Source: an optimization exercise on an open RTL-to-GDS flow (aim: small area, a short achievable clock period and few clock cycles). Production flows keep margins and buffers that such runs may drop.
The RTL was checked by simulation tests, not by an equivalence proof against the original design.
Power and IR drop assume default switching activity.

[flow/design.v]
module rs1294 (
  input  wire        clk,
  input  wire        rst,           
  input  wire        req_valid,
  input  wire        req_write,
  input  wire [7:0]  req_addr,
  input  wire [31:0] req_wdata,
  output wire        req_ready,
  output reg         rsp_valid,
  output wire [31:0] rsp_rdata
);
  function automatic [7:0] gf_mul;
    input [7:0] a;
    input [7:0] b;
    reg   [7:0] p;
    reg   [7:0] x;
    integer k;
    begin
      p = 8'h00;
      x = a;
      for (k = 0; k < 8; k = k + 1) begin
        if (b[k]) p = p ^ x;
        x = x[7] ? ((x << 1) ^ 8'h1D) : (x << 1);
      end
      gf_mul = p;
    end
  endfunction
  function automatic [7:0] gf_sq;
    input [7:0] a;
    begin
      gf_sq[0] = a[0] ^ a[4] ^ a[6] ^ a[7];
      gf_sq[1] = a[7];
      gf_sq[2] = a[1] ^ a[4] ^ a[5] ^ a[6];
      gf_sq[3] = a[4] ^ a[6];
      gf_sq[4] = a[2] ^ a[4] ^ a[5] ^ a[7];
      gf_sq[5] = a[5];
      gf_sq[6] = a[3] ^ a[5] ^ a[6];
      gf_sq[7] = a[6];
    end
  endfunction
  function automatic [7:0] gf_p8;
    input [7:0] a;
    begin
      gf_p8[0] = a[0] ^ a[1] ^ a[3] ^ a[4] ^ a[7];
      gf_p8[1] = a[3] ^ a[5] ^ a[6];
      gf_p8[2] = a[1] ^ a[2] ^ a[3] ^ a[4] ^ a[6] ^ a[7];
      gf_p8[3] = a[1] ^ a[2] ^ a[3] ^ a[4] ^ a[5] ^ a[7];
      gf_p8[4] = a[1] ^ a[4] ^ a[7];
      gf_p8[5] = a[5];
      gf_p8[6] = a[2] ^ a[5] ^ a[6] ^ a[7];
      gf_p8[7] = a[3] ^ a[4];
    end
  endfunction
  function automatic [7:0] gf_q4;
    input [7:0] a;
    begin
      gf_q4[0] = a[0] ^ a[1] ^ a[2] ^ a[6] ^ a[7];
      gf_q4[1] = a[1] ^ a[3] ^ a[4] ^ a[5] ^ a[6];
      gf_q4[2] = a[1] ^ a[2] ^ a[5] ^ a[6];
      gf_q4[3] = a[1] ^ a[5] ^ a[7];
      gf_q4[4] = a[1] ^ a[5] ^ a[6] ^ a[7];
      gf_q4[5] = a[5];
      gf_q4[6] = a[1];
      gf_q4[7] = a[2] ^ a[3] ^ a[5];
    end
  endfunction
  function automatic [7:0] aneg_kb;
    input [3:0] k;
    begin
      case (k)
        4'd11: aneg_kb = 8'h01;
        4'd10: aneg_kb = 8'h8E;
        4'd9:  aneg_kb = 8'h47;
        4'd8:  aneg_kb = 8'hAD;
        4'd7:  aneg_kb = 8'hD8;
        4'd6:  aneg_kb = 8'h6C;
        4'd5:  aneg_kb = 8'h36;
        4'd4:  aneg_kb = 8'h1B;
        4'd3:  aneg_kb = 8'h83;
        4'd2:  aneg_kb = 8'hCF;
        4'd1:  aneg_kb = 8'hE9;
        4'd0:  aneg_kb = 8'hFA;
        default: aneg_kb = 8'h00;
      endcase
    end
  endfunction
  function automatic [15:0] crc8;
    input [15:0] c;
    input [7:0]  d;
    reg   [15:0] x;
    integer k;
    begin
      x = c ^ {d, 8'h00};
      for (k = 0; k < 8; k = k + 1)
        x = x[15] ? ((x << 1) ^ 16'h1021) : (x << 1);
      crc8 = x;
    end
  endfunction
  localparam [7:0] OP_GFMUL   = 8'h01;
  localparam [7:0] OP_GFINV   = 8'h02;
  localparam [7:0] OP_PMUL    = 8'h03;
  localparam [7:0] OP_RSENC   = 8'h10;
  localparam [7:0] OP_RSSYN   = 8'h11;
  localparam [7:0] OP_RSDEC   = 8'h12;
  localparam [7:0] OP_CRCCOMP = 8'h20;
  localparam [7:0] OP_CRCVFY  = 8'h21;
  localparam [11:0] PH_IDLE = 12'h000;
  localparam [11:0] PH_OUT3 = 12'h001;   
  localparam [11:0] PH_FIN  = 12'h002;   
  localparam [11:0] PH_EXP  = 12'h004;   
  localparam [11:0] PH_PMP  = 12'h008;   
  localparam [11:0] PH_FIX  = 12'h010;   
  localparam [11:0] PH_CRCO = 12'h020;   
  localparam [11:0] PH_CH   = 12'h040;   
  localparam [11:0] PH_D0   = 12'h080;   
  localparam [11:0] PH_A2   = 12'h100;   
  localparam [11:0] PH_SCAN = 12'h200;   
  localparam [11:0] PH_DEC  = 12'h400;   
  localparam [11:0] PH_PMH  = 12'h600;   
  localparam [11:0] PH_CRCR = 12'h800;   
  localparam [11:0] PH_CRCF = 12'hA00;   
  localparam B_OUT3 = 0, B_FIN = 1, B_EXP = 2, B_PMP = 3, B_FIX = 4, B_CRCO = 5,
             B_CH = 6, B_D0 = 7, B_A2 = 8;
  reg [7:0]  in_mem  [0:31];
  reg [7:0]  out_mem [0:12];
  reg        st_valid, st_sz, st_unc, st_crcok;
  reg [3:0]  st_errcnt, st_err;
  reg        masken;
  reg [15:0] crc_mask;
  wire [15:0] status_word = {4'd0, st_err, st_errcnt, st_crcok, st_unc, st_sz, st_valid};
  reg        rdy;
  reg        bad;          
  reg        cp1;          
  reg [11:0] ph;
  reg        k_mul, k_inv, k_enc, k_syn, k_dec, k_vfy;
  reg [4:0]  cnt;
  reg [4:0]  ei;           
  reg [3:0]  oidx;         
  reg [15:0] rdq;          
  reg [7:0]  orq;          
  reg [7:0]  s1, s2, s3;   
  reg [7:0]  e0, e1, e2;   
  reg [7:0]  u0, u1, u2;   
  reg [7:0]  x1;           
  reg [15:0] cacc;         
  reg [7:0]  cd1, cd2;     
  reg [5:0]  cn;           
  reg [3:0]  sp;           
  reg        swv;          
  reg [4:0]  swk;
  reg [7:0]  swd;
  reg        cb, tflag;
  reg [5:0]  chs;          
  reg        ebit, elast;  
  reg        pz;           
  reg [3:0]  pos0, pos1;
  reg [1:0]  nr;
  reg [2:0]  pi, pj;
  reg [3:0]  pw;
  assign req_ready = rdy;
  assign rsp_rdata = {16'd0, rdq};
  wire acc    = req_valid & rdy;
  wire acc_wr = acc & req_write;
  wire acc_rd = acc & ~req_write;
  wire [7:0] rd = rdq[7:0];
  wire [4:0] isel  = rdy ? req_addr[4:0] : ei;
  wire [7:0] in_rd = in_mem[isel];
  wire [3:0] osel  = rdy ? req_addr[3:0] : oidx;
  reg  [7:0] out_rd;
  always @(*) begin
    case (osel)
      4'd0:  out_rd = out_mem[0];
      4'd1:  out_rd = out_mem[1];
      4'd2:  out_rd = out_mem[2];
      4'd3:  out_rd = out_mem[3];
      4'd4:  out_rd = out_mem[4];
      4'd5:  out_rd = out_mem[5];
      4'd6:  out_rd = out_mem[6];
      4'd7:  out_rd = out_mem[7];
      4'd8:  out_rd = out_mem[8];
      4'd9:  out_rd = out_mem[9];
      4'd10: out_rd = out_mem[10];
      4'd11: out_rd = out_mem[11];
      default: out_rd = out_mem[12];
    endcase
  end
  reg [15:0] hsel;
  always @(*) begin
    if (req_addr[7])
      hsel = {8'h00, out_rd};
    else if (req_addr[6] || (req_write && req_addr[1:0] == 2'd0))
      hsel = {8'h00, in_rd};
    else case (req_addr[1:0])
      2'd1:    hsel = status_word;
      2'd2:    hsel = {15'd0, masken};
      2'd3:    hsel = crc_mask;
      default: hsel = 16'h0000;
    endcase
  end
  always @(posedge clk) begin
    rdq <= rdy ? hsel : {8'h00, in_rd};
    orq <= out_rd;
  end
  wire       in_wr = acc_wr && req_addr[7:6] == 2'b01;
  wire [4:0] wk    = req_addr[4:0];
  wire [7:0] wd    = req_wdata[7:0];
  always @(posedge clk)
    if (in_wr) in_mem[wk] <= wd;
  wire [7:0] w_op  = req_wdata[7:0];
  wire [7:0] w_a   = req_wdata[15:8];
  wire [7:0] w_b   = req_wdata[23:16];
  wire [7:0] w_len = req_wdata[15:8];
  wire acc_cmd = acc_wr && req_addr[7:6] == 2'b00 && req_addr[1:0] == 2'b00;
  wire o_mul = (w_op == OP_GFMUL);
  wire o_inv = (w_op == OP_GFINV);
  wire o_pm  = (w_op == OP_PMUL);
  wire o_enc = (w_op == OP_RSENC);
  wire o_syn = (w_op == OP_RSSYN);
  wire o_dec = (w_op == OP_RSDEC);
  wire o_cmp = (w_op == OP_CRCCOMP);
  wire o_vfy = (w_op == OP_CRCVFY);
  wire d_legal = o_mul | o_inv | o_pm | o_enc | o_syn | o_dec | o_cmp | o_vfy;
  wire d_resv  = o_mul ? |req_wdata[31:24] : o_pm ? |req_wdata[31:8] : |req_wdata[31:16];
  wire len_gt32 = (w_len > 8'd32);
  wire d_len   = (o_enc && w_len != 8'd9) || (o_syn && w_len != 8'd12) || (o_cmp && len_gt32) ||
                 (o_vfy && (w_len < 8'd2 || len_gt32));
  wire d_inv0  = o_inv && (w_a == 8'h00);
  wire d_unc   = o_dec && (w_len != 8'd12);
  wire [3:0] d_err = !d_legal ? 4'd1 : d_resv ? 4'd2 : d_len ? 4'd3 : d_inv0 ? 4'd4 : 4'd0;
  wire d_bad   = !d_legal || d_resv || d_len || d_inv0 || d_unc;
  reg [3:0] sp_n;
  reg [5:0] cn_n;
  always @(*) begin
    sp_n = sp;
    cn_n = cn;
    if (swv) begin
      if (swk == 5'd0)                           sp_n = 4'd1;
      else if (swk == {1'b0, sp} && sp != 4'd12) sp_n = sp + 4'd1;
      else if (swk < {1'b0, sp})                 sp_n = 4'd0;
      if (swk == 5'd0)                           cn_n = 6'd1;
      else if ({1'b0, swk} == cn)                cn_n = cn + 6'd1;
      else if ({1'b0, swk} < cn)                 cn_n = 6'd0;
    end
  end
  wire sp_hit  = (sp_n == 4'd12);
  wire ep_hit  = (sp_n >= 4'd9);
  wire cn_hit  = (cn_n == w_len[5:0]) && (w_len[7:6] == 2'b00) && (cn_n != 6'd0);
  reg [11:0] d_ph;
  always @(*) begin
    d_ph = PH_FIN;                                     
    if (o_inv)      d_ph = PH_EXP;
    else if (o_pm)  d_ph = PH_PMH;
    else if (o_enc) d_ph = ep_hit ? PH_FIN : PH_SCAN;
    else if (o_syn) d_ph = sp_hit ? PH_OUT3 : PH_SCAN;
    else if (o_dec) d_ph = sp_hit ? PH_D0 : PH_SCAN;
    else if (o_cmp) d_ph = (cn_hit || w_len == 8'd0) ? PH_CRCF : PH_CRCR;
    else if (o_vfy) d_ph = cn_hit ? PH_CRCO : PH_CRCR;
  end
  wire first = (cnt == 5'd0);
  wire [3:0] kbe  = {cnt[2:0], 1'b1};
  wire [3:0] kbo  = {cnt[2:0], 1'b0};
  wire       re   = ((s1 ^ u1 ^ u2) == 8'h00);
  wire       ro   = ((s1 ^ gf_mul(u1, 8'h8E) ^ gf_mul(u2, 8'h47)) == 8'h00);
  wire z1 = (s1 == 8'h00);
  wire ch_sq = ph[B_CH] & (chs[5] | chs[4] | chs[2] | chs[0]);
  wire a_sq  = ph[B_EXP] | ch_sq;                      
  wire a_p8  = ph[B_CH] & chs[3];                      
  wire a_s1  = ph[B_A2] | (ph[B_D0] & !z1);
  wire a_s2  = ph[B_D0] & z1;
  wire a_x1  = !(a_sq | a_p8 | a_s1 | a_s2);           
  wire b_rd  = ph[B_PMP];
  wire b_s3  = ph[B_A2] | (ph[B_D0] & z1);
  wire b_s2  = ph[B_D0] & !z1;
  wire b_x1  = a_p8;
  wire b_q4  = ph[B_CH] & chs[1];
  wire b_s1  = ph[B_CH] & chs[0];
  wire b_u0  = (ph[B_CH] & (chs[5] | chs[4] | chs[2])) | ph[B_FIX] | (ph[B_EXP] & ebit);
  wire b_one = ph[B_EXP] & !ebit;
  wire b_u1  = ph[B_FIN];
  wire [7:0] ma = ({8{a_sq}} & gf_sq(x1)) | ({8{a_p8}} & gf_p8(x1)) | ({8{a_s1}} & s1) |
                  ({8{a_s2}} & s2) | ({8{a_x1}} & x1);
  wire [7:0] mb = ({8{b_rd}} & rd) | ({8{b_s3}} & s3) | ({8{b_s2}} & s2) | ({8{b_x1}} & x1) |
                  ({8{b_q4}} & gf_q4(s3)) | ({8{b_s1}} & s1) | ({8{b_u0}} & u0) |
                  {7'd0, b_one} | ({8{b_u1}} & u1);
  wire [7:0] mo = gf_mul(ma, mb);
  wire [15:0] crc_v = ~cacc ^ ((k_vfy && masken) ? crc_mask : 16'h0000);
  wire        crc_rlast = (ei == u0[4:0]);
  wire        c1z = (u1 == 8'h00);
  wire        c2z = (u2 == 8'h00);
  wire [1:0]  nroot = (c1z && c2z) ? 2'd0 : (c1z || c2z) ? 2'd1 : (tflag ? 2'd0 : 2'd2);
  wire       ow = ph[B_OUT3] | (ph[B_FIN] & k_mul) | (ph[B_EXP] & k_inv & elast) |
                  ph[B_PMP] | ph[B_FIX] | ph[B_CRCO];
  wire [3:0] oi = ({4{ph[B_OUT3]}} & cnt[3:0]) | ({4{ph[B_PMP] | ph[B_FIX]}} & pw);
  wire [7:0] ov = (({8{ph[B_PMP] & !pz | ph[B_FIX]}} & orq) ^
                   ({8{ph[B_PMP] | ph[B_FIX] | ph[B_FIN] | ph[B_EXP]}} & mo)) |
                  ({8{ph[B_OUT3]}} & s1) | ({8{ph[B_CRCO]}} & crc_v[15:8]);
  wire cpall = !bad && (cp1 || (ph[B_FIN] && k_enc));
  integer k;
  always @(posedge clk) begin
    for (k = 0; k < 13; k = k + 1) begin
      if (cpall && k < 9)
        out_mem[k] <= in_mem[k];
      else if (cpall && k < 12)
        out_mem[k] <= k_enc ? ((k == 9) ? e2 : (k == 10) ? e1 : e0) : in_mem[k];
      else if (k == 1 && ph[B_CRCO] && !bad)
        out_mem[k] <= crc_v[7:0];
      else if (ow && !bad && oi == k)
        out_mem[k] <= ov;
    end
  end
  wire       pre    = swv && (swk == 5'd0 || (swk == {1'b0, sp} && sp != 4'd12));
  wire       sy_adv = rdy ? pre : (ph == PH_SCAN && !k_enc);
  wire       en_adv = rdy ? (pre && swk < 5'd9) : (ph == PH_SCAN && k_enc);
  wire       sy_rst = rdy ? (swk == 5'd0) : first;
  wire [7:0] hd     = rdy ? swd : rd;
  wire [7:0] s1e    = sy_rst ? 8'h00 : s1;
  wire [7:0] s2e    = sy_rst ? 8'h00 : s2;
  wire [7:0] s3e    = sy_rst ? 8'h00 : s3;
  wire [7:0] e0e    = sy_rst ? 8'h00 : e0;
  wire [7:0] e1e    = sy_rst ? 8'h00 : e1;
  wire [7:0] e2e    = sy_rst ? 8'h00 : e2;
  wire [7:0] fb     = hd ^ e2e;
  wire       cr_adv = rdy ? (swv && (swk == 5'd0 || ({1'b0, swk} == cn && cn != 6'd32)))
                          : (ph == PH_CRCR);
  wire       cr_rst = rdy && (swk == 5'd0);
  always @(posedge clk) begin
    if (rst) begin
      rdy       <= 1'b1;
      bad       <= 1'b0;
      cp1       <= 1'b0;
      ph        <= PH_IDLE;
      sp        <= 4'd0;
      cn        <= 6'd0;
      swv       <= 1'b0;
      rsp_valid <= 1'b0;
      st_valid  <= 1'b0;
      st_sz     <= 1'b0;
      st_unc    <= 1'b0;
      st_crcok  <= 1'b0;
      st_errcnt <= 4'd0;
      st_err    <= 4'd0;
      masken    <= 1'b0;
      crc_mask  <= 16'h0000;
    end else begin
      rsp_valid <= acc_rd;
      bad <= 1'b0;
      cp1 <= 1'b0;
      pw  <= oidx;
      if (acc_wr && req_addr[7:6] == 2'b00 && req_addr[1:0] == 2'd2)
        masken <= req_wdata[0];
      if (acc_wr && req_addr[7:6] == 2'b00 && req_addr[1:0] == 2'd3)
        crc_mask <= req_wdata[15:0];
      swv <= in_wr;
      swk <= wk;
      swd <= wd;
      sp  <= sp_n;
      cn  <= cn_n;
      if (sy_adv) begin
        s1 <= gf_mul(s1e, 8'h02) ^ hd;
        s2 <= gf_mul(s2e, 8'h04) ^ hd;
        s3 <= gf_mul(s3e, 8'h08) ^ hd;
      end
      if (en_adv) begin
        e2 <= e1e ^ gf_mul(fb, 8'h0E);
        e1 <= e0e ^ gf_mul(fb, 8'h38);
        e0 <= gf_mul(fb, 8'h40);
      end
      if (cr_adv) begin
        cacc <= cr_rst ? 16'h0000 : crc8(cacc, cd2);
        cd2  <= cr_rst ? 8'h00 : cd1;
        cd1  <= hd;
      end
      if (acc_cmd) begin
        st_valid  <= 1'b1;
        st_sz     <= 1'b0;
        st_unc    <= d_legal && !d_resv && d_unc;
        st_crcok  <= 1'b0;
        st_errcnt <= 4'd0;
        st_err    <= d_err;
        rdy       <= 1'b0;
        bad       <= d_bad;
        cp1       <= o_enc || o_dec;
        ph        <= d_ph;
        k_mul     <= o_mul;
        k_inv     <= o_inv;
        k_enc     <= o_enc;
        k_syn     <= o_syn;
        k_dec     <= o_dec;
        k_vfy     <= o_vfy;
        sp        <= 4'd0;
        cn        <= 6'd0;
        x1        <= w_a;
        u0        <= w_a;
        u1        <= w_b;
        cnt       <= 5'd0;
        ei        <= o_pm ? 5'd7 : 5'd1;
        oidx      <= 4'd0;
        pi        <= 3'd0;
        pj        <= 3'd0;
        ebit      <= 1'b1;
        elast     <= 1'b0;
        if ((o_cmp || o_vfy) && !cn_hit) begin
          cacc <= 16'h0000;
          cd2  <= 8'h00;
          cd1  <= 8'h00;
        end
      end
      if (bad) begin
        rdy <= 1'b1;
        ph  <= PH_IDLE;
      end else case (ph)
        PH_FIN: begin
          rdy <= 1'b1; ph <= PH_IDLE;
        end
        PH_SCAN: begin
          ei  <= ei + 5'd1;
          cnt <= cnt + 5'd1;
          if (k_enc ? (cnt == 5'd8) : (cnt == 5'd11)) begin
            ph  <= k_enc ? PH_FIN : k_dec ? PH_D0 : PH_OUT3;
            cnt <= 5'd0;
          end
        end
        PH_OUT3: begin
          s1  <= s2;
          s2  <= s3;
          cnt <= cnt + 5'd1;
          if (cnt == 5'd0)
            st_sz <= (s1 == 8'h00) && (s2 == 8'h00) && (s3 == 8'h00);
          if (cnt == 5'd2) begin
            rdy <= 1'b1; ph <= PH_IDLE;
          end
        end
        PH_D0: begin
          cb  <= z1;
          cnt <= 5'd0;
          ebit  <= 1'b0;
          elast <= 1'b0;
          x1  <= s3;
          u1  <= mo;                  
          u0  <= z1 ? s3 : s2;        
          u2  <= z1 ? 8'h00 : gf_sq(s2);
          if (z1) begin
            s1 <= s2;
            s2 <= s3;
            s3 <= gf_sq(s2);
          end
          if (z1 && s2 == 8'h00 && s3 == 8'h00) begin
            st_sz <= 1'b1;
            rdy <= 1'b1; ph <= PH_IDLE;
          end else if (z1 && s2 == 8'h00)
            ph <= PH_EXP;             
          else
            ph <= PH_A2;
        end
        PH_A2: begin
          u2  <= u2 ^ mo;             
          s3  <= u2 ^ mo;
          s1  <= gf_sq(s1);           
          x1  <= s2;
          cnt <= 5'd5;
          chs <= 6'b100000;
          nr  <= 2'd0;
          ph  <= PH_CH;
        end
        PH_CH: begin
          cnt <= cnt - 5'd1;
          if (nr == 2'd0) begin
            if (re)      begin pos0 <= kbe; oidx <= kbe; end
            else if (ro) begin pos0 <= kbo; oidx <= kbo; end
            if (re && ro) pos1 <= kbo;
          end else if (nr == 2'd1) begin
            if (re)      pos1 <= kbe;
            else if (ro) pos1 <= kbo;
          end
          if (re && ro)      nr <= (nr == 2'd0) ? 2'd2 : 2'd3;
          else if (re || ro) nr <= (nr == 2'd3) ? 2'd3 : nr + 2'd1;
          u1 <= gf_mul(u1, 8'h47);    
          u2 <= gf_mul(u2, 8'hD8);    
          chs <= chs >> 1;
          if (!chs[1]) x1 <= mo;
          if (chs[1])  tflag <= mo[5];              
          if (chs[0])  ph <= PH_DEC;
        end
        PH_DEC: begin
          cnt <= 5'd0;
          st_errcnt <= {2'b00, nroot};
          oidx <= pos1;
          u0   <= cb ? aneg_kb(pos0) : 8'h01;
          if (nroot == 2'd0) begin
            rdy <= 1'b1; ph <= PH_IDLE;
          end else if (c1z || nr != nroot) begin
            st_unc <= 1'b1;
            rdy <= 1'b1; ph <= PH_IDLE;
          end else
            ph <= PH_FIX;
        end
        PH_FIX: begin
          cnt <= cnt + 5'd1;
          u0  <= cb ? aneg_kb(pos1) : 8'h01;
          if (cnt[0] || nr == 2'd1) begin
            rdy <= 1'b1; ph <= PH_IDLE;
          end
        end
        PH_EXP: begin
          cnt <= cnt + 5'd1;
          x1  <= mo;
          ebit  <= k_dec ? !cnt[0] : (cnt[2:0] != 3'd5);
          elast <= k_dec ? (cnt[2:0] == 3'd4) : (cnt[2:0] == 3'd5);
          if (elast) begin
            if (k_dec) begin
              st_errcnt <= (mo == 8'h01) ? 4'd3 : 4'd0;
              st_unc    <= (mo == 8'h01);
            end
            rdy <= 1'b1; ph <= PH_IDLE;
          end
        end
        PH_PMH: begin
          pz   <= (pi == 3'd0);
          x1   <= rd;
          ei   <= 5'd8;
          oidx <= oidx + 4'd1;
          ph   <= PH_PMP;
        end
        PH_PMP: begin
          pz   <= (pi == 3'd0) || (pj == 3'd5);
          pj   <= pj + 3'd1;
          ei   <= (pj < 3'd5) ? ei + 5'd1 : (pj == 3'd5) ? {2'b00, pi} + 5'd1 : 5'd7;
          oidx <= (pj == 3'd6) ? {1'b0, pi} + 4'd1 : oidx + 4'd1;
          if (pj == 3'd6) begin
            pj <= 3'd0;
            pi <= pi + 3'd1;
            if (pi == 3'd6) begin rdy <= 1'b1; ph <= PH_IDLE; end
            else            ph <= PH_PMH;
          end
        end
        PH_CRCR: begin
          ei  <= ei + 5'd1;
          if (crc_rlast) begin
            cnt <= 5'd0;
            ph  <= k_vfy ? PH_CRCO : PH_CRCF;
          end
        end
        PH_CRCF: begin
          cnt  <= cnt + 5'd1;
          cacc <= crc8(cacc, cd2);
          cd2  <= cd1;
          if (cnt[0]) begin
            cnt <= 5'd0;
            ph  <= PH_CRCO;
          end
        end
        PH_CRCO: begin
          st_crcok <= k_vfy && ({cd2, cd1} == crc_v);
          rdy <= 1'b1; ph <= PH_IDLE;
        end
        default: ;
      endcase
    end
  end
endmodule
[flow/flow/run.sh]
#!/bin/bash
set -euo pipefail
bash standard.sh SETUP_SLACK_MARGIN=6.5 "BUFFER_PORTS_ARGS=-buffer_cell sky130_fd_sc_hd__buf_4" finish > standard_flow.log 2>&1
[flow/standard.sh]
#!/bin/bash
# synth_recipe.tcl (not shown) runs the flow's synth.tcl, then flattens the netlist and writes it again
# the make line also repeats each setting of config.mk as NAME=value (left out here)
make -C /OpenROAD-flow-scripts/flow DESIGN_CONFIG=/design/flow/config.mk WORK_HOME=/design/flow/orfs CLKGATE_MAP_FILE= SYNTH_SCRIPT=/design/flow/synth_recipe.tcl "${@:-finish}"
[flow/config.mk]
export PLATFORM = sky130hd
export DESIGN_NAME = rs1294
export DESIGN_NICKNAME = rs1294
export VERILOG_FILES = /design/flow/design.v
export SDC_FILE = /design/flow/constraint.sdc
export NUM_CORES = 4
export LEC_CHECK = 0
export CAP_MARGIN = 20
export CORE_MARGIN = 2
export CORE_UTILIZATION = 65
export PLACE_DENSITY = 0.75
export SLEW_MARGIN = 20
[flow/constraint.sdc]
create_clock -name core_clock -period 11.0 [get_ports {clk}]
set_input_delay 2.2000 -clock core_clock [delete_from_list [all_inputs] [get_ports {clk}]]
set_output_delay 2.2000 -clock core_clock [all_outputs]
set_load 0.01 [all_outputs]
==> results of run 1 <==
==> layer usage <==
layer | vias to the layer above | track usage, % | wire length [um]
li1 | 12345 | - | -
met1 | 13976 | 55.5 | 43000
met2 | 2477 | 67.7 | 55900
met3 | 584 | 9.69 | 15900
met4 | 6 | 26.7 | 9770
met5 | - | 0 | 47
==> worst paths after layout <==
path,from,to,slack (ns),depth (start not counted)
hold / removal,st_err[1],st_err[1],0.47,2
setup / recovery,req_addr[2],rdq[4],6.42,12
hold reg to reg,st_err[1],st_err[1],0.47,2
setup reg to reg,s1[0],out_mem[10][4],6.48,16
==> kinds of logic after synthesis <==
logic type / share of synthesized area [%]
and+or+nand+nor: 12.6
AOI/OAI and AO/OA: 15.9
DFF: 50.1
xor gates and xnor gates: 9.72
buffers and inverters: 3.82
muxes: 6.28
adders and majority gates: 1.68
other: 0.0105
==> through the flow <==
step	instances	area (um2)
6_report	4106	40300
3_5_place_dp	3848	36400
2_1_floorplan	3279	35700
4_1_cts	4023	39300
5_1_grt	4106	40300
3_3_place_gp	3848	36400
==> layout make-up <==
cell class | instances | area, um2
Clock buffer | 76 | 1750
Clock inverter | 45 | 517
Fill cell | 3561 | 13600
Inverter | 84 | 335
Multi-Input combinational cell | 2333 | 17100
Sequential cell | 622 | 17800
Tap cell | 696 | 871
Timing Repair Buffer | 248 | 1950
Timing Repair inverter | 2 | 17.5
==> critical path, cell delays in order <==
cell and delay, ns:
buf_4 0.16, nor2b_1 0.19, a21oi_1 0.62, nor2_1 0.36, a22oi_1 0.27, nand2_1 0.10
a221oi_1 0.40, nand3_1 0.34, nand2_1 0.14, o21ai_0 0.10, nand2_1 0.07, o21ai_0 0.10
==> synth_stat cells (all sizes together), types with 11 or more instances <==
cell type,count,area (um2)
a22oi,46,345
nor2b,18,113
clkbuf,159,597
or3,16,100
and2,50,313
nand3b,12,90.1
a21boi,32,240
o21a,71,533
nand2,308,1160
a221o,11,110
xnor3,17,385
or2,11,68.8
a22o,50,438
a21o,23,173
nand3,75,375
a21oi,179,896
buf,83,447
xor2,95,847
o21ai,151,763
o22ai,34,213
a222oi,27,270
nor3,57,297
dfxtp,87,1740
nand4,33,221
o211ai,14,110
nand2b,23,144
a31oi,28,181
edfxtp,535,16100
ha,47,588
mux4,64,1440
nor3b,12,90.1
inv,84,315
nor2,265,1000
mux2i,69,691
a211oi,45,343
nor4,26,214
and3,15,93.8
xnor2,245,2200
a221oi,29,267
==> flip-flops by register name, summed over array words and instances (netlist names), 12 cells and up, named ones only <==
signal,flops
ph,12
crc_mask,16
cacc,16
in_mem,256
out_mem,104
rdq,16
==> what timing repair did <==
action                                  CTS  global route
endpoints found under the setup margin  159           148
pin swaps                                18            35
gates cloned                              1             4
resized for setup                        47            71
buffers inserted                         53            79
==> power groups by stage <==
stage / Clock (mW) / Combinational, mW / Sequential (mW)
after global routing: 2.46 / 0.672 / 2.68
after floorplan: 0 / 0.416 / 2.68
after global placement: 0 / 0.539 / 2.74
after detailed placement: 0 / 0.555 / 2.74
final: 2.39 / 0.637 / 2.68
after CTS: 2.37 / 0.586 / 2.68
==> metrics.md, run 1 <==
| Metric | Value |
|---|---|
| Status | complete, no violations |
| Setup TNS | 0 ns |
| Initial Utilization | 66.0% |
| CTS Buf Count | 67 |
| Final wirelength | 125000 um |
| Core area | 0.0539 mm2 |
| Hold Buf Count CTS | 0 |
| Worst-Margin Slew | 1.10 ns |
| Synth Register Bits | 622 |
| CTS tree | yes |
| DR WL/cell | 30.4 um |
| DR iter-0 viols | 4628 |
| Min Tclk post-route | 4.58 ns |
| Arr. time, crit path | 5.06 ns |
| Nets | 3449 |
| Detail Route Antenna Nets | 0 |
| Syn. warnings | 2 |
| Setup CP Type | input port to flop |
| Crit-path max FO | 9 |
| Final setup violation count | 0 |
| Pre-CTS setup slack | 4.74 ns |
| PortBufs | 60 |
| Post-synth EDFFs | 535 |
| CP Launch Type | input port |
| Clk buf depth | 3 |
| First-pass GRT wire length | 180000 um |
| Synth cell types | 101 |
| Layout Skew | 0.0445 ns |
| Die width | 238 um |
| P_int | 4.26 mW |
| Total die area | 0.0566 mm2 |
| Fin crit share | 41.6% |
| FMAX | 218 MHz |
| Slew headroom | 25.7% |
| Cell count after synthesis | 3264 |
| Worst min path class | flop to flop |
| Floorplan row count | 85 |
| Flop pwr share | 47.0% |
| Via count | 29.4k |
| Antenna violations before repair | 5 |
| Worst VDD drop | 0.170 mV |
| Vias in the first global route | 27.3k |
| Cell area after synthesis | 0.0356 mm2 |
| Gp weighted congestion | 1.03 |
| Die height | 238 um |
| Post-route setup slack | 6.42 ns |
| Total power | 5.71 mW |
| DRC viols | 0 |
| Logic pwr share | 11.2% |
| FFs w/ async S/R, synth | 0% |
| Fin util | 74.8% |
| Clock power frac | 41.9% |
| IO Pins | 78 |
| Max Cap Viol | 0 |
| Commonest non-fill, non-tap cell in the layout | edfxtp_1 |
| H-tree depth | 3 |
| DP Wirelength | 82800 um |
| Final hold violations | 0 |
| Drt pass-1 iters | 10 |
| Clock sink total | 622 |
| Largest net degree at the start of global routing | 94 |
| Gr usage total | 43.3% |
| Global route overflow | 0 |
| Final antenna diode count | 0 |
| Commonest non-fill, non-tap cells in the layout | edfxtp_1 (535), nand2_1 (305), nor2_1 (256) |
| DR vias/cell | 7.16 |
| Primary FF master, synth | edfxtp_1 |
| Area Overhead vs Synth | 13.4% |
| Switching Power | 1.45 mW |
| Leakage | 14.2 nW |
| Fraction of layout cells with a size suffix above 1 | 16.4% |
| Worst-path clk slew | 0.06 ns |
| RSZ-0062 raised after global routing | true |
| Worst EP required | 11.49 ns |
| Mean post-synth cell area | 10.9 um2 |
| Slew Viols, Final | 0 |
| Hold_ws | 0.466 ns |
| Root Buffer | clkbuf_16 |
| Seq/Total Area, Yosys | 50.1% |
| Worst Setup End Kind | flop |
| PwrDens | 142 mW/mm2 |
| Clk latency of the worst-skew pair | 0.63 ns |
| Switching share of power | 25.4% |
Testbench counts, summed over its fixed seeds: cycles 53,065.
==> run 2, diff against run 1 <==
--- a/flow/config.mk
+++ b/flow/config.mk
@@ -10,2 +10,4 @@
 export CORE_UTILIZATION = 65
+export CTS_CLUSTER_DIAMETER = 100
+export CTS_CLUSTER_SIZE = 20
 export PLACE_DENSITY = 0.75
==> metrics.md, run 2 <==
| Metric | Value |
|---|---|
| Min Tclk post-route | 4.63 ns (was 4.58 ns) |
| Die width | 238 um (unchanged) |
| Arr. time, crit path | 4.98 ns (was 5.06 ns) |
| Dpl cell area | 0.0364 mm2 (unchanged) |
| Post-synth top cells | edfxtp_1 (535), nand2_1 (307), nor2_1 (263) (unchanged) |
| CP Launch Type | flop (was input port) |
| Nets | 3395 (was 3449) |
| Worst-Margin Slew | 1.14 ns (was 1.10 ns) |
| Clock sink total | 622 (unchanged) |
| Slew Viols, Final | 0 (unchanged) |
| Setup TNS | 0 ns (unchanged) |
| Final setup violation count | 0 (unchanged) |
| Synth cell types | 101 (unchanged) |
| Delay-heaviest family, CP | compound AO/OA/AOI/OAI gates (unchanged) |
| Cell count after synthesis | 3264 (unchanged) |
| Drt pass-1 iters | 9 (was 10) |
| Setup CP Type | flop to flop (was input port to flop) |
| Layout Skew | 0.0272 ns (was 0.0445 ns) |
| FFs w/ async S/R, synth | 0% (unchanged) |
| Detail Route Antenna Nets | 0 (unchanged) |
| DR iter-0 viols | 4492 (was 4628) |
| Max stage delay cell, worst path | o41a_4 (was a21oi_1) |
| Leakage | 13.5 nW (was 14.2 nW) |
| Largest family of logic cells by synthesized area | compound AO/OA/AOI/OAI gates (unchanged) |
| Hold Buf Count CTS | 0 (unchanged) |
| Gr usage total | 42.2% (was 43.3%) |
| Final instance area | 0.0390 mm2 (was 0.0403 mm2) |
| Mean post-synth cell area | 10.9 um2 (unchanged) |
| Vias in the first global route | 26.6k (was 27.3k) |
| Reg with most FFs | in_mem (unchanged) |
| Max FFs per register | 256 (unchanged) |
| Core area | 0.0539 mm2 (unchanged) |
| PwrDens | 123 mW/mm2 (was 142 mW/mm2) |
| Primary FF master, synth | edfxtp_1 (unchanged) |
| Synth Area in Compound Gates | 15.9% (unchanged) |
| Via count | 28.8k (was 29.4k) |
| Largest net degree at the start of global routing | 94 (unchanged) |
| CP most frequent cell | xnor2_2 (was nand2_1) |
| Global route overflow | 0 (unchanged) |
| Status | complete, no violations (unchanged) |
| Synth Register Bits | 622 (unchanged) |
| Critical-path cell list | o41a_4 > o41ai_4 > o211ai_4 > xnor2_2 > xnor2_2 > xnor2_1 > a2111oi_0 > a221oi_2 > xnor3_2 > a21o_1 > nand3_4 > a21boi_2 (was buf_4 > nor2b_1 > a21oi_1 > nor2_1 > a22oi_1 > nand2_1 > a221oi_1 > nand3_1 > nand2_1 > o21ai_0 > nand2_1 > o21ai_0) |
| RSZ-0062 raised after global routing | true (unchanged) |
| DR vias/cell | 7.14 (was 7.16) |
| Commonest non-fill, non-tap cells in the layout | edfxtp_1 (535), nand2_1 (305), nor2_1 (253) (was edfxtp_1 (535), nand2_1 (305), nor2_1 (256)) |
| Seq/Total Area, Yosys | 50.1% (unchanged) |
| Total die area | 0.0566 mm2 (unchanged) |
| Syn. warnings | 2 (unchanged) |
| Floorplan row count | 85 (unchanged) |
| Fraction of layout cells with a size suffix above 1 | 14.2% (was 16.4%) |
| Slew headroom | 23.4% (was 25.7%) |
| Max Cap Viol | 0 (unchanged) |
| Area Overhead vs Synth | 9.52% (was 13.4%) |
| Clk latency of the worst-skew pair | 0.61 ns (was 0.63 ns) |
| Antenna violations before repair | 3 (was 5) |
| Synth area leaders | edfxtp_1 (45%), xnor2_1 (5.9%), dfxtp_1 (4.9%) (unchanged) |
| Post-Synth XOR/XNOR Area | 9.72% (unchanged) |
| First-pass GRT wire length | 176000 um (was 180000 um) |
| Worst EP required | 11.34 ns (was 11.49 ns) |
| FMAX | 216 MHz (was 218 MHz) |
| DP Wirelength | 82800 um (unchanged) |
| Final hold violations | 0 (unchanged) |
| Initial Utilization | 66.0% (unchanged) |
| Buffers and inverters on the worst path | 0 (was 1) |
| DR WL/cell | 30.0 um (was 30.4 um) |
| Regs by FF count | in_mem (256), out_mem (104) (unchanged) |
| PortBufs | 60 (unchanged) |
| Top-count cell post-synth | edfxtp_1 (unchanged) |
| Synth Area in Simple Gates | 12.6% (unchanged) |
| Cell area after synthesis | 0.0356 mm2 (unchanged) |
| Worst VDD drop | 0.200 mV (was 0.170 mV) |
| Post-synth EDFFs | 535 (unchanged) |
| IO Pins | 78 (unchanged) |
| Worst-path clk slew | 0.09 ns (was 0.06 ns) |
| H-tree depth | 2 (was 3) |
| Slowest Stage Delay on Critical Path | 0.62 ns (about the same) |
| Fin util | 72.3% (was 74.8%) |
| Commonest non-fill, non-tap cell in the layout | edfxtp_1 (unchanged) |
| DRC viols | 0 (unchanged) |
| Root Buffer | clkbuf_16 (unchanged) |
| Final wirelength | 121000 um (was 125000 um) |
| Clk buf depth | 3 (unchanged) |
| Die height | 238 um (unchanged) |
| Worst Setup End Kind | flop (unchanged) |
| Top-area cell type share of the netlist area | 45.2% (unchanged) |
| Post-synthesis mux area share | 6.28% (unchanged) |
| Area leader, netlist | edfxtp_1 (unchanged) |
| Adder-cell share of the synthesized area | 1.68% (unchanged) |
| CTS Buf Count | 37 (was 67) |
| Crit-path max FO | 8 (was 9) |
| CTS tree | yes (unchanged) |
| Worst min path class | flop to flop (unchanged) |
| Gp weighted congestion | 1.03 (unchanged) |
| Fin crit share | 42.1% (was 41.6%) |
==> run 2: worst paths after layout <==
check,startpoint,end,slack [ns],cells past startpoint
max,chs[0],out_mem[10][3],6.37,12
min,st_errcnt[3],st_errcnt[3],0.47,1
min reg2reg,st_errcnt[3],st_errcnt[3],0.47,1
max reg2reg,chs[0],out_mem[10][3],6.37,12
==> run 2: report_power, final <==
| part | total, mW | switching (mW) | internal (mW) |
|---|---|---|---|
| Combinational | 0.630 | 0.365 | 0.265 |
| Clock | 1.50 | 0.808 | 0.694 |
| Sequential | 2.68 | 0.0749 | 2.60 |
==> run 2: cell families after synthesis <==
family                     after synthesis
AOI/OAI and AO/OA                      826
xor gates and xnor gates               358
adders and majority gates               48
buffers and inverters                  326
DFF                                    622
muxes                                  142
other                                    1
and+or+nand+nor                        941
==> run 2: repair_timing <==
item | in CTS | in global routing
endpoints found under the setup margin | 157 | 171
pin swaps | 18 | 21
gates cloned | 1 | 1
buffers inserted | 52 | 59
gates resized for setup | 50 | 57
==> run 2: area by class of cell <==
class	count	area [um2]
multi-input combinational	2333	17000
timing repair buffer	226	1780
tap	696	871
clock buffer	63	1070
clock inverter	5	57.6
antenna	2	5.00
inverter	84	340
fill	3793	15000
sequential	622	17800
==> run 2: layer usage <==
layer	vias up	share of wire, %	wire length [um]	GRT usage (%)
met2	2230	45	54300	66.1
met5	-	0.013	16	0
met1	13852	35	42600	54.6
li1	12180	-	-	-
met4	2	7.8	9420	25.6
met3	519	12	14700	8.56
==> run 2: worst register-to-register path, cell delays in order (launching register included) <==
cell       delay [ns]
edfxtp_1         0.54
o41a_4           0.62
o41ai_4          0.36
o211ai_4         0.20
xnor2_2          0.20
xnor2_2          0.28
xnor2_1          0.17
a2111oi_0        0.60
a221oi_2         0.10
xnor3_2          0.44
a21o_1           0.39
nand3_4          0.20
a21boi_2         0.27
==> run 2: metrics by stage <==
step / worst slack (ns) / total power [mW] / std cells / hold WS [ns]
6_report: 6.37 / 4.81 / 4031 / 0.472
5_1_grt: 6.25 / 4.90 / 4029 / 0.481
4_1_cts: 6.51 / 4.75 / 3969 / 0.469
3_5_place_dp: 4.74 / 3.29 / 3848 / 0.449
3_3_place_gp: 4.84 / 3.27 / 3848 / 0.423
2_1_floorplan: 6.35 / 3.10 / 3279 / 0.415
==> run 3, diff against run 2 <==
--- a/flow/config.mk
+++ b/flow/config.mk
@@ -9,6 +9,6 @@
 export CORE_MARGIN = 2
-export CORE_UTILIZATION = 65
+export CORE_UTILIZATION = 75
 export CTS_CLUSTER_DIAMETER = 100
 export CTS_CLUSTER_SIZE = 20
-export PLACE_DENSITY = 0.75
+export PLACE_DENSITY = 0.85
 export SLEW_MARGIN = 20
==> metrics.md, run 3 <==
| Metric | Value |
|---|---|
| Cell count after synthesis | 3264 (unchanged) |
| Pre-CTS setup slack | 4.92 ns (was 4.74 ns) |
| DR WL/cell | 31.4 um (was 30.0 um) |
| Max Cap Viol | 0 (unchanged) |
| Routing usage on met1 | 59.7% (was 54.6%) |
| Fraction of layout cells with a size suffix above 1 | 14.5% (was 14.2%) |
| Clk buf depth | 3 (unchanged) |
| Root Buffer | clkbuf_16 (unchanged) |
| Worst Setup End Kind | flop (unchanged) |
| Drt pass-1 iters | 20 (was 9) |
| CTS Buf Count | 37 (unchanged) |
| Primary FF master, synth | edfxtp_1 (unchanged) |
| Synth Area in Compound Gates | 15.9% (unchanged) |
| FMAX | 209 MHz (was 216 MHz) |
| Synth Register Bits | 622 (unchanged) |
| CP Launch Point | req_addr[0] (was chs[0]) |
| Commonest non-fill, non-tap cell in the layout | edfxtp_1 (unchanged) |
| Initial Utilization | 76.2% (was 66.0%) |
| Top-area cell type share of the netlist area | 45.2% (unchanged) |
| Detail Route Antenna Nets | 0 (unchanged) |
| Post-synthesis mux area share | 6.28% (unchanged) |
| Setup CP Type | input port to flop (was flop to flop) |
| CP Launch Type | input port (was flop) |
| Met3 Use GR | 16.0% (was 8.56%) |
| IO Pins | 78 (unchanged) |
| Vias in the first global route | 28.2k (was 26.6k) |
| Synth cell types | 101 (unchanged) |
| Met2 Resource Use GR | 75.1% (was 66.1%) |
| Hold_ws | 0.465 ns (was 0.472 ns) |
| Post-route setup slack | 6.22 ns (was 6.37 ns) |
| Clock sink total | 622 (unchanged) |
| Nets | 3411 (was 3395) |
| Hold Crit Depth | 2 (was 1) |
| Top-count cell post-synth | edfxtp_1 (unchanged) |
| R2r worst-path depth | 15 (was 12) |
| Area Overhead vs Synth | 9.51% (was 9.52%) |
| Antenna violations before repair | 7 (was 3) |
| Worst min path class | flop to flop (unchanged) |
| Gp weighted congestion | 1.08 (was 1.03) |
| Worst EP required | 11.47 ns (was 11.34 ns) |
| Worst Hold Launch | st_err[2] (was st_errcnt[3]) |
| Final setup violation count | 0 (unchanged) |
| Floorplan row count | 79 (was 85) |
| Final wirelength | 124000 um (was 121000 um) |
| Setup TNS | 0 ns (unchanged) |
| Clk latency of the worst-skew pair | 0.60 ns (was 0.61 ns) |
| Commonest non-fill, non-tap cells in the layout | edfxtp_1 (535), nand2_1 (305), nor2_1 (258) (was edfxtp_1 (535), nand2_1 (305), nor2_1 (253)) |
| Slew headroom | 15.1% (was 23.4%) |
| Mean post-synth cell area | 10.9 um2 (unchanged) |
| Slew Viols, Final | 0 (unchanged) |
| CTS tree | yes (unchanged) |
| Largest net degree at the start of global routing | 94 (unchanged) |
| Largest family of logic cells by synthesized area | compound AO/OA/AOI/OAI gates (unchanged) |
| DR iter-0 viols | 6414 (was 4492) |
| Area leader, netlist | edfxtp_1 (unchanged) |
| RSZ-0062 raised after global routing | true (unchanged) |
| Leakage | 13.6 nW (was 13.5 nW) |
| PortBufs | 60 (unchanged) |
| DRC viols | 0 (unchanged) |
| Adder-cell share of the synthesized area | 1.68% (unchanged) |
| Grt peak-use layer | met2 (unchanged) |
| Layout Skew | 0.0337 ns (was 0.0272 ns) |
| PwrDens | 123 mW/mm2 (about the same) |
| Die width | 222 um (was 238 um) |
| Worst-Margin Slew | 1.26 ns (was 1.14 ns) |
| Crit-path max FO | 14 (was 8) |
| Arr. time, crit path | 5.25 ns (was 4.98 ns) |
| Worst VDD drop | 0.294 mV (was 0.200 mV) |
| Synth area leaders | edfxtp_1 (45%), xnor2_1 (5.9%), dfxtp_1 (4.9%) (unchanged) |
| Cell area after synthesis | 0.0356 mm2 (unchanged) |
| Min Tclk post-route | 4.78 ns (was 4.63 ns) |
| Post-synth top cells | edfxtp_1 (535), nand2_1 (307), nor2_1 (263) (unchanged) |
| DP Wirelength | 80600 um (was 82800 um) |
| Via count | 30.4k (was 28.8k) |
| FFs w/ async S/R, synth | 0% (unchanged) |
| Worst-path clk slew | 0.09 ns (about the same) |
| Final hold violations | 0 (unchanged) |
| RR Startpoint | s3[3] (was chs[0]) |
| Post-synth EDFFs | 535 (unchanged) |
| DR vias/cell | 7.69 (was 7.14) |
| Seq/Total Area, Yosys | 50.1% (unchanged) |
| Core area | 0.0467 mm2 (was 0.0539 mm2) |
| Post-Synth XOR/XNOR Area | 9.72% (unchanged) |
| Global route overflow | 0 (unchanged) |
| Gr usage total | 49.0% (was 42.2%) |
| Total die area | 0.0492 mm2 (was 0.0566 mm2) |
| Regs by FF count | in_mem (256), out_mem (104) (unchanged) |
| Reg with most FFs | in_mem (unchanged) |
| Status | complete, no violations (unchanged) |
| First-pass GRT wire length | 180000 um (was 176000 um) |
| Die height | 222 um (was 238 um) |
| Max FFs per register | 256 (unchanged) |
| Fin crit share | 43.5% (was 42.1%) |
| H-tree depth | 2 (unchanged) |
| Syn. warnings | 2 (unchanged) |
| Synth Area in Simple Gates | 12.6% (unchanged) |
## run 3: routing by layer
layer	vias to the layer above	routed length, um
li1	12234	-
met1	14169	38000
met2	3158	54300
met3	866	19800
met4	0	12000
met5	-	0
## run 3: layout make-up
| type | instances | area (um2) |
|---|---|---|
| fill | 2367 | 7700 |
| sequential | 622 | 17800 |
| antenna | 4 | 10.0 |
| clock inverter | 3 | 37.5 |
| timing repair inverter | 2 | 17.5 |
| tap | 607 | 759 |
| clock buffer | 64 | 1030 |
| timing repair buffer | 240 | 1890 |
| inverter | 84 | 334 |
| multi-input combinational | 2333 | 17100 |
## run 3: report_power, final
group	switching [mW]	internal [mW]	leakage, nW	total, mW
logic	0.385	0.267	7.57	0.652
clock network	0.803	0.649	0.510	1.45
registers	0.0761	2.60	5.53	2.68
## run 3: critical path, stage by stage
cell	delay [ns]
buf_4	0.18
nand2_1	0.14
o21ai_0	0.48
nand2_1	0.31
nor2_1	0.21
a22oi_1	0.26
nand2_1	0.09
a221oi_2	0.52
nand3_1	0.44
nand2_1	0.16
o21ai_0	0.09
nand2_1	0.07
o21ai_0	0.08
## run 3: worst paths after layout
path / to / slack, ns
setup reg to reg: out_mem[11][6] / 6.33
setup / recovery: rdq[4] / 6.22
hold reg to reg: st_err[2] / 0.47
hold / removal: st_err[2] / 0.47
## run 3: timing repair
item | 4_1_cts | 5_1_grt
setup buffers | 48 | 78
endpoints found under the setup margin | 160 | 143
hold endpoints to repair | 0 | 0
cloned | 1 | 3
pin swaps | 11 | 29
hold buffers | 0 | 0
gates resized for setup | 39 | 71
## run 3: stage by stage
step	area (um2)	utilization (%)	total power, mW	cells
global route	38900	83.5	4.85	3955
floorplan	35700	-	3.10	3279
global placement	36300	77.8	3.26	3758
detailed placement	36300	77.8	3.29	3758
finish	39000	83.5	4.78	3959
CTS	37900	81.2	4.68	3874
## run 3: logic make-up (layout without fill, tap and decap cells)
| family | Yosys count | after routing |
|---|---|---|
| flops | 622 | 622 |
| fa+ha+maj | 48 | 48 |
| compound gates | 826 | 826 |
| other cells | 1 | 20 |
| simple gates | 941 | 943 |
| mux | 142 | 142 |
| xor+xnor | 358 | 358 |
| buf+inv | 326 | 393 |
==> run 4, diff against run 3 <==
==> flow/flow/run.sh (replaced) <==
#!/bin/bash
set -euo pipefail
bash standard.sh SETUP_SLACK_MARGIN=7.0 "BUFFER_PORTS_ARGS=-buffer_cell sky130_fd_sc_hd__buf_4" finish > standard_flow.log 2>&1
--- a/flow/config.mk
+++ b/flow/config.mk
@@ -9,6 +9,4 @@
 export CORE_MARGIN = 2
-export CORE_UTILIZATION = 75
-export CTS_CLUSTER_DIAMETER = 100
-export CTS_CLUSTER_SIZE = 20
-export PLACE_DENSITY = 0.85
+export CORE_UTILIZATION = 65
+export PLACE_DENSITY = 0.75
 export SLEW_MARGIN = 20
==> metrics.md, run 4 <==
| Metric | Value |
|---|---|
| Post-synth top cells | edfxtp_1 (535), nand2_1 (307), nor2_1 (263) (unchanged) |
| Reg with most FFs | in_mem (unchanged) |
| Antenna violations before repair | 4 (was 7) |
| CP Launch Type | flop (was input port) |
| Commonest non-fill, non-tap cells in the layout | edfxtp_1 (535), nand2_1 (302), buf_4 (271) (was edfxtp_1 (535), nand2_1 (305), nor2_1 (258)) |
| Regs by FF count | in_mem (256), out_mem (104) (unchanged) |
| Floorplan row count | 85 (was 79) |
| DR vias/cell | 7.22 (was 7.69) |
| Drt pass-1 iters | 9 (was 20) |
| Flop pwr share | 46.8% (was 56.0%) |
| R2r setup slk | 6.45 ns (was 6.33 ns) |
| Logic pwr share | 12.2% (was 13.6%) |
| Layout Skew | 0.0254 ns (was 0.0337 ns) |
| Worst EP required | 11.36 ns (was 11.47 ns) |
| Setup CP Type | flop to flop (was input port to flop) |
| Pre-CTS setup slack | 4.80 ns (was 4.92 ns) |
| Seq/Total Area, Yosys | 50.1% (unchanged) |
| FFs w/ async S/R, synth | 0% (unchanged) |
| Largest net degree at the start of global routing | 97 (was 94) |
| P_int | 4.27 mW (was 3.52 mW) |
| Detail Route Antenna Nets | 0 (unchanged) |
| Arr. time, crit path | 4.91 ns (was 5.25 ns) |
| Initial Utilization | 66.0% (was 76.2%) |
| Status | complete, no violations (unchanged) |
| Fin util | 77.6% (was 83.5%) |
| Clk buf depth | 3 (unchanged) |
| Hold Buf Count CTS | 0 (unchanged) |
| CTS Buf Count | 67 (was 37) |
| DP Wirelength | 81900 um (was 80600 um) |
| Mean post-synth cell area | 10.9 um2 (unchanged) |
| Clock power frac | 41.0% (was 30.4%) |
| PortBufs | 60 (unchanged) |
| RSZ-0062 raised after global routing | true (unchanged) |
| Crit-path max FO | 6 (was 14) |
| DR WL/cell | 30.9 um (was 31.4 um) |
| Cell count after synthesis | 3264 (unchanged) |
| Post-synth EDFFs | 535 (unchanged) |
| Worst-path clk slew | 0.06 ns (was 0.09 ns) |
| Setup TNS | 0 ns (unchanged) |
| CTS tree | yes (unchanged) |
| Syn. warnings | 2 (unchanged) |
| DR iter-0 viols | 5221 (was 6414) |
| DRC viols | 0 (unchanged) |
| Clock sink total | 622 (unchanged) |
| Clk latency of the worst-skew pair | 0.62 ns (was 0.60 ns) |
| Fin crit share | 41.4% (was 43.5%) |
| Layout fillers | 3357 (was 2367) |
| Core area | 0.0539 mm2 (was 0.0467 mm2) |
| Area leader, netlist | edfxtp_1 (unchanged) |
| Switching share of power | 25.4% (was 26.4%) |
| Global route overflow | 0 (unchanged) |
| Leakage | 14.8 nW (was 13.6 nW) |
| Top-area cell type share of the netlist area | 45.2% (unchanged) |
| Final setup violation count | 0 (unchanged) |
| Cell area after synthesis | 0.0356 mm2 (unchanged) |
| Vias in the first global route | 28.4k (was 28.2k) |
| PwrDens | 137 mW/mm2 (was 123 mW/mm2) |
| Synth area leaders | edfxtp_1 (45%), xnor2_1 (5.9%), dfxtp_1 (4.9%) (unchanged) |
| Synth cell types | 101 (unchanged) |
| First-pass GRT wire length | 186000 um (was 180000 um) |
| Die width | 238 um (was 222 um) |
| Min Tclk post-route | 4.55 ns (was 4.78 ns) |
| Total die area | 0.0566 mm2 (was 0.0492 mm2) |
| Final wirelength | 129000 um (was 124000 um) |
| Gp weighted congestion | 1.05 (was 1.08) |
| Max Cap Viol | 0 (unchanged) |
| FMAX | 220 MHz (was 209 MHz) |
| Worst-Margin Slew | 1.15 ns (was 1.26 ns) |
| Worst Setup End Kind | flop (unchanged) |
| Commonest non-fill, non-tap cell in the layout | edfxtp_1 (unchanged) |
| Slew headroom | 22.7% (was 15.1%) |
| Worst min path class | flop to flop (unchanged) |
| Slew Viols, Final | 0 (unchanged) |
| Switching Power | 1.45 mW (was 1.26 mW) |
| Area Overhead vs Synth | 17.6% (was 9.51%) |
| Final hold violations | 0 (unchanged) |
| Synth Register Bits | 622 (unchanged) |
| Via count | 30.2k (was 30.4k) |
| Primary FF master, synth | edfxtp_1 (unchanged) |
| Fraction of layout cells with a size suffix above 1 | 21.7% (was 14.5%) |
| IO Pins | 78 (unchanged) |
| Nets | 3519 (was 3411) |
| Gr usage total | 44.7% (was 49.0%) |
| Post-route setup slack | 6.45 ns (was 6.22 ns) |
| Top-count cell post-synth | edfxtp_1 (unchanged) |
| Root Buffer | clkbuf_16 (unchanged) |
| Worst VDD drop | 0.170 mV (was 0.294 mV) |
| Die height | 238 um (was 222 um) |
| H-tree depth | 3 (was 2) |
| Max FFs per register | 256 (unchanged) |
-- run 4: cell counts after synthesis --
No cell type changed its count.
-- run 4: timing repair --
item / in CTS / in global routing
gates resized for setup: 166 / 133
cloned: 10 / 2
setup buffers: 139 / 53
pin swaps: 49 / 50
endpoints found under the setup margin: 291 / 296
-- run 4: kinds of logic after synthesis --
kind of cell | share of synthesized area (%)
AO/OA/AOI/OAI | 15.9
XOR/XNOR | 9.72
adder cells (fa/ha/maj) | 1.68
buffers and inverters | 3.82
flip-flops | 50.1
multiplexers | 6.28
other | 0.0105
AND/OR/NAND/NOR | 12.6
-- run 4: metrics by stage --
step                      cells  cell area (um2)  hold WS [ns]  total power [mW]
after global placement     3851            36600         0.425              3.28
after global routing       4173            41800         0.473              5.82
final                      4177            41800         0.448              5.72
after floorplan            3279            35800         0.415              3.10
after detailed placement   3851            36600         0.431              3.29
after CTS                  4118            40800         0.439              5.63
-- run 4: area by class of cell --
class	count	area [um2]	area share, %
diodes	4	10.0	0.0239
clock buffers	86	1820	4.36
clock inverters	32	397	0.948
inverters	84	332	0.793
multi-input cells	2337	17800	42.7
flip-flops and latches	622	17800	42.6
well taps	696	871	2.08
repair buffers	314	2710	6.49
repair inverters	2	13.8	0.0329
-- run 4: per-layer routing --
layer  vias up  global-route usage [%]  wire (um)
met5         -                       0         32
met4         4                    28.5      10500
met3       649                    9.96      16800
met2      2633                    69.3      57900
met1     14394                    57.4      43900
li1      12483                       -          -
-- run 4: worst paths after layout --
| kind | depth (start not counted) | startpoint | end |
|---|---|---|---|
| worst min register to register | 2 | st_err[2] | st_err[2] |
| worst max register to register | 16 | chs[0] | out_mem[9][4] |
| worst min-delay path | 2 | st_err[2] | st_err[2] |
| worst max-delay path | 16 | chs[0] | out_mem[9][4] |
-- run 4: worst max-delay path, stage by stage, from the launching register on --
cell and delay, ns:
edfxtp_1 0.54, o41ai_4 0.53, buf_4 0.19, a211oi_2 0.05
a31o_1 0.21, and4bb_4 0.41, buf_6 0.15, xor2_4 0.19
o221a_2 0.20, o221ai_1 0.13, xor2_1 0.20, xnor3_4 0.38
buf_4 0.15, buf_12 0.12, a21o_1 0.34, nand3_4 0.23
a21boi_2 0.26
-- run 4: power by group through the flow --
stage	Clock, mW	Combinational, mW	Sequential (mW)
floorplan	0	0.419	2.68
CTS	2.32	0.643	2.67
global route	2.42	0.733	2.67
detailed placement	0	0.557	2.74
finish	2.34	0.700	2.68
global placement	0	0.544	2.74
==> run 5, diff against run 4 <==
==> flow/flow/run.sh (replaced) <==
#!/bin/bash
set -euo pipefail
bash standard.sh SETUP_SLACK_MARGIN=6.0 "BUFFER_PORTS_ARGS=-buffer_cell sky130_fd_sc_hd__buf_4" finish > standard_flow.log 2>&1
--- a/flow/config.mk
+++ b/flow/config.mk
@@ -10,2 +10,4 @@
 export CORE_UTILIZATION = 65
+export CTS_CLUSTER_DIAMETER = 100
+export CTS_CLUSTER_SIZE = 20
 export PLACE_DENSITY = 0.75
==> metrics.md, run 5 <==
| Metric | Value |
|---|---|
| Worst Setup End Kind | flop (unchanged) |
| DP Wirelength | 79800 um (was 81900 um) |
| Synth area leaders | edfxtp_1 (45%), xnor2_1 (5.9%), dfxtp_1 (4.9%) (unchanged) |
| Crit-path max FO | 24 (was 6) |
| Floorplan row count | 85 (unchanged) |
| P_int | 3.52 mW (was 4.27 mW) |
| Status | complete, no violations (unchanged) |
| CTS tree | yes (unchanged) |
| Clk buf depth | 3 (unchanged) |
| Top sig layer | met5 (unchanged) |
| Seq/Total Area, Yosys | 50.1% (unchanged) |
| Post-synth EDFFs | 535 (unchanged) |
| Worst-path clk slew | 0.09 ns (was 0.06 ns) |
| Largest net degree at the start of global routing | 94 (was 97) |
| Max Cap Viol | 0 (unchanged) |
| Clock power frac | 31.2% (was 41.0%) |
| Layout fillers | 3888 (was 3357) |
| Leakage | 13.0 nW (was 14.8 nW) |
| Cell count after synthesis | 3264 (unchanged) |
| IO Pins | 78 (unchanged) |
| FMAX | 201 MHz (was 220 MHz) |
| Die height | 238 um (unchanged) |
| Slew Viols, Final | 0 (unchanged) |
| DR vias/cell | 7.11 (was 7.22) |
| Fraction of layout cells with a size suffix above 1 | 11.0% (was 21.7%) |
| Flop pwr share | 56.5% (was 46.8%) |
| Hold Buf Count CTS | 0 (unchanged) |
| Worst VDD drop | 0.175 mV (was 0.170 mV) |
| Top-area cell type share of the netlist area | 45.2% (unchanged) |
| Final hold violations | 0 (unchanged) |
| Antenna violations before repair | 3 (was 4) |
| DR WL/cell | 29.0 um (was 30.9 um) |
| Logic pwr share | 12.3% (was 12.2%) |
| First-pass GRT wire length | 170000 um (was 186000 um) |
| CTS Buf Count | 37 (was 67) |
| Gr usage total | 40.4% (was 44.7%) |
| Initial Utilization | 66.0% (unchanged) |
| Arr. time, crit path | 5.29 ns (was 4.91 ns) |
| Synth cell types | 101 (unchanged) |
| Area Overhead vs Synth | 6.68% (was 17.6%) |
| Final std cells w/o fill | 3955 (was 4177) |
| Worst min path class | flop to flop (unchanged) |
| Max stage delay cell, worst path | xnor3_1 (was edfxtp_1) |
| Via count | 28.1k (was 30.2k) |
| PwrDens | 125 mW/mm2 (was 137 mW/mm2) |
| Register area | 0.0178 mm2 (about the same) |
| Slowest Stage Delay on Critical Path | 0.67 ns (was 0.54 ns) |
| Commonest non-fill, non-tap cell in the layout | edfxtp_1 (unchanged) |
| Syn. warnings | 2 (unchanged) |
| Pre-CTS setup slack | 4.92 ns (was 4.80 ns) |
| Slew headroom | 29.1% (was 22.7%) |
| Nets | 3319 (was 3519) |
| Worst EP required | 11.33 ns (was 11.36 ns) |
| Setup CP Type | flop to flop (unchanged) |
| Critical-path cell list | nor4_4 > nand2_8 > inv_8 > mux2_2 > a221o_2 > nand3_1 > o21ai_0 > a21oi_1 > xnor3_1 > and3_1 > nor3_2 > nand2_2 > a21boi_0 (was o41ai_4 > buf_4 > a211oi_2 > a31o_1 > and4bb_4 > buf_6 > xor2_4 > o221a_2 > o221ai_1 > xor2_1 > xnor3_4 > buf_4 > buf_12 > a21o_1 > nand3_4 > a21boi_2) |
| Top-count cell post-synth | edfxtp_1 (unchanged) |
| Cell area after synthesis | 0.0356 mm2 (unchanged) |
| Min Tclk post-route | 4.96 ns (was 4.55 ns) |
| CP Launch Type | flop (unchanged) |
| RSZ-0062 raised after global routing | true (unchanged) |
| Worst-Margin Slew | 1.06 ns (was 1.15 ns) |
| Global route overflow | 0 (unchanged) |
| Total die area | 0.0566 mm2 (unchanged) |
| Detail Route Antenna Nets | 0 (unchanged) |
| DR iter-0 viols | 4202 (was 5221) |
| Reg with most FFs | in_mem (unchanged) |
| Root Buffer | clkbuf_16 (unchanged) |
| Inst Count DP | 3849 (was 3851) |
| Hold_ws | 0.452 ns (was 0.448 ns) |
| Post-route setup slack | 6.04 ns (was 6.45 ns) |
| FFs w/ async S/R, synth | 0% (unchanged) |
| Gp weighted congestion | 1.05 (about the same) |
| Core area | 0.0539 mm2 (unchanged) |
| Primary FF master, synth | edfxtp_1 (unchanged) |
| Area of the multi-input gates | 0.0167 mm2 (was 0.0178 mm2) |
| Switching share of power | 25.8% (was 25.4%) |
| Regs by FF count | in_mem (256), out_mem (104) (unchanged) |
| Fin crit share | 45.1% (was 41.4%) |
| Synth Register Bits | 622 (unchanged) |
| Clock sink total | 622 (unchanged) |
| Final wirelength | 115000 um (was 129000 um) |
| Clk latency of the worst-skew pair | 0.60 ns (was 0.62 ns) |
| Setup TNS | 0 ns (unchanged) |
| Final setup violation count | 0 (unchanged) |
| Commonest non-fill, non-tap cells in the layout | edfxtp_1 (535), nand2_1 (306), nor2_1 (261) (was edfxtp_1 (535), nand2_1 (302), buf_4 (271)) |
| Routed wire length on met3 | 13300 um (was 16800 um) |
| Drt pass-1 iters | 12 (was 9) |
| Layout Skew | 0.0207 ns (was 0.0254 ns) |
| PortBufs | 60 (unchanged) |
| DRC viols | 0 (unchanged) |
| Switching Power | 1.22 mW (was 1.45 mW) |
| Max FFs per register | 256 (unchanged) |
| Met1 wire length | 41200 um (was 43900 um) |
| Vias in the first global route | 26.5k (was 28.4k) |
| Mean post-synth cell area | 10.9 um2 (unchanged) |
| Area leader, netlist | edfxtp_1 (unchanged) |
| H-tree depth | 2 (was 3) |
| Met2 wire len | 52600 um (was 57900 um) |
| Die width | 238 um (unchanged) |
| Post-synth top cells | edfxtp_1 (535), nand2_1 (307), nor2_1 (263) (unchanged) |
## run 5: cell counts after synthesis
No cell type changed its count.
## run 5: worst paths after layout
path              from            end  slack (ns)  cells past startpoint
min reg2reg  st_err[2]      st_err[2]        0.45                      2
max              s1[5]  out_mem[9][1]        6.04                     13
min          st_err[2]      st_err[2]        0.45                      2
max reg2reg      s1[5]  out_mem[9][1]        6.04                     13
## run 5: power groups by stage
stage	clock [mW]	combinational, mW	sequential [mW]
floorplan	0	0.415	2.68
global placement	0	0.541	2.73
detailed placement	0	0.556	2.73
CTS	1.47	0.571	2.67
global route	1.55	0.625	2.68
finish	1.48	0.585	2.68
## run 5: cell families (layout without fill, tap and decap cells)
| group | count (synthesis) | count (layout) | synth area share [%] |
|---|---|---|---|
| adder cells (fa/ha/maj) | 48 | 48 | 1.68 |
| buffers and inverters | 326 | 304 | 3.82 |
| XOR/XNOR | 358 | 358 | 9.72 |
| multiplexers | 142 | 142 | 6.28 |
| other | 1 | 18 | 0.0105 |
| flip-flops | 622 | 622 | 50.1 |
| AND/OR/NAND/NOR | 941 | 941 | 12.6 |
| AO/OA/AOI/OAI | 826 | 826 | 15.9 |
## run 5: area by class of cell
cell class / count / share of cell area [%]
Sequential cell: 622 / 46.9
Inverter: 84 / 0.861
Clock inverter: 5 / 0.148
Multi-Input combinational cell: 2331 / 43.9
Antenna cell: 2 / 0.0132
Tap cell: 696 / 2.29
Clock buffer: 63 / 2.81
Timing Repair Buffer: 152 / 3.01
## run 5: timing repair
action | in CTS | in global routing
pin swaps | 4 | 6
setup endpoints to repair | 118 | 87
gates resized for setup | 12 | 19
setup buffers | 24 | 11
## run 5: metrics by stage
stage | power [mW] | utilization [%] | area [um2]
floorplan | 3.10 | - | 35600
global placement | 3.27 | 67.5 | 36400
detailed placement | 3.29 | 67.5 | 36400
CTS | 4.72 | 70.0 | 37800
global route | 4.86 | 70.4 | 37900
finish | 4.74 | 70.4 | 37900
## run 5: metal layers
metal,global-route usage [%],up-vias
met2,64.6,2007
met1,52.3,13602
met4,21.8,4
met3,8.20,452
met5,0,-
li1,-,12046
## run 5: critical path, delay by kind of cell (launching register included)
kind / cells / cell delay, ns
compound gates: 4 / 1.00
xor+xnor: 1 / 0.67
buf+inv: 1 / 0.23
flops: 1 / 0.51
mux: 1 / 0.44
simple gates: 6 / 1.83

## port drivers added, routing unchanged
Ports are ideal in the flow. The routed layouts listed here were re-timed in OpenROAD. Step 1 sets driving cells, clkbuf_16 on the clock port and buf_2 on the other inputs (assumed; they add their load-dependent delay and slew). Step 2 adds t to the input delays and takes it off the output delays; t is the mean of the earliest and latest rising clock arrival at the registers after step 1. Input paths then give back, and output paths get back, about the clock's delay inside the block. Three values: ideal ports, drivers, drivers and shift; two values: the first two.
run	t (ns)	setup slack, ns	hold slack, ns	slew at the worst register clock pin (ns)
run 1	0.677	6.423 / 6.463 / 5.786	0.466 / 0.466 / 0.466	0.07 / 0.07
run 2	0.657	6.365 / 6.365 / 5.834	0.472 / 0.472 / 0.472	0.10 / 0.10
run 3	0.655	6.220 / 6.258 / 5.603	0.465 / 0.465 / 0.465	0.10 / 0.10
run 4	0.667	6.448 / 6.448 / 6.155	0.448 / 0.448 / 0.448	0.07 / 0.07
run 5	0.652	6.035 / 6.035 / 5.674	0.452 / 0.452 / 0.452	0.09 / 0.09
After both steps every run listed still meets setup and hold. For run 1, which loses most, drivers alone change the setup slack by +0.040 ns; drivers and shift together by -0.637 ns.
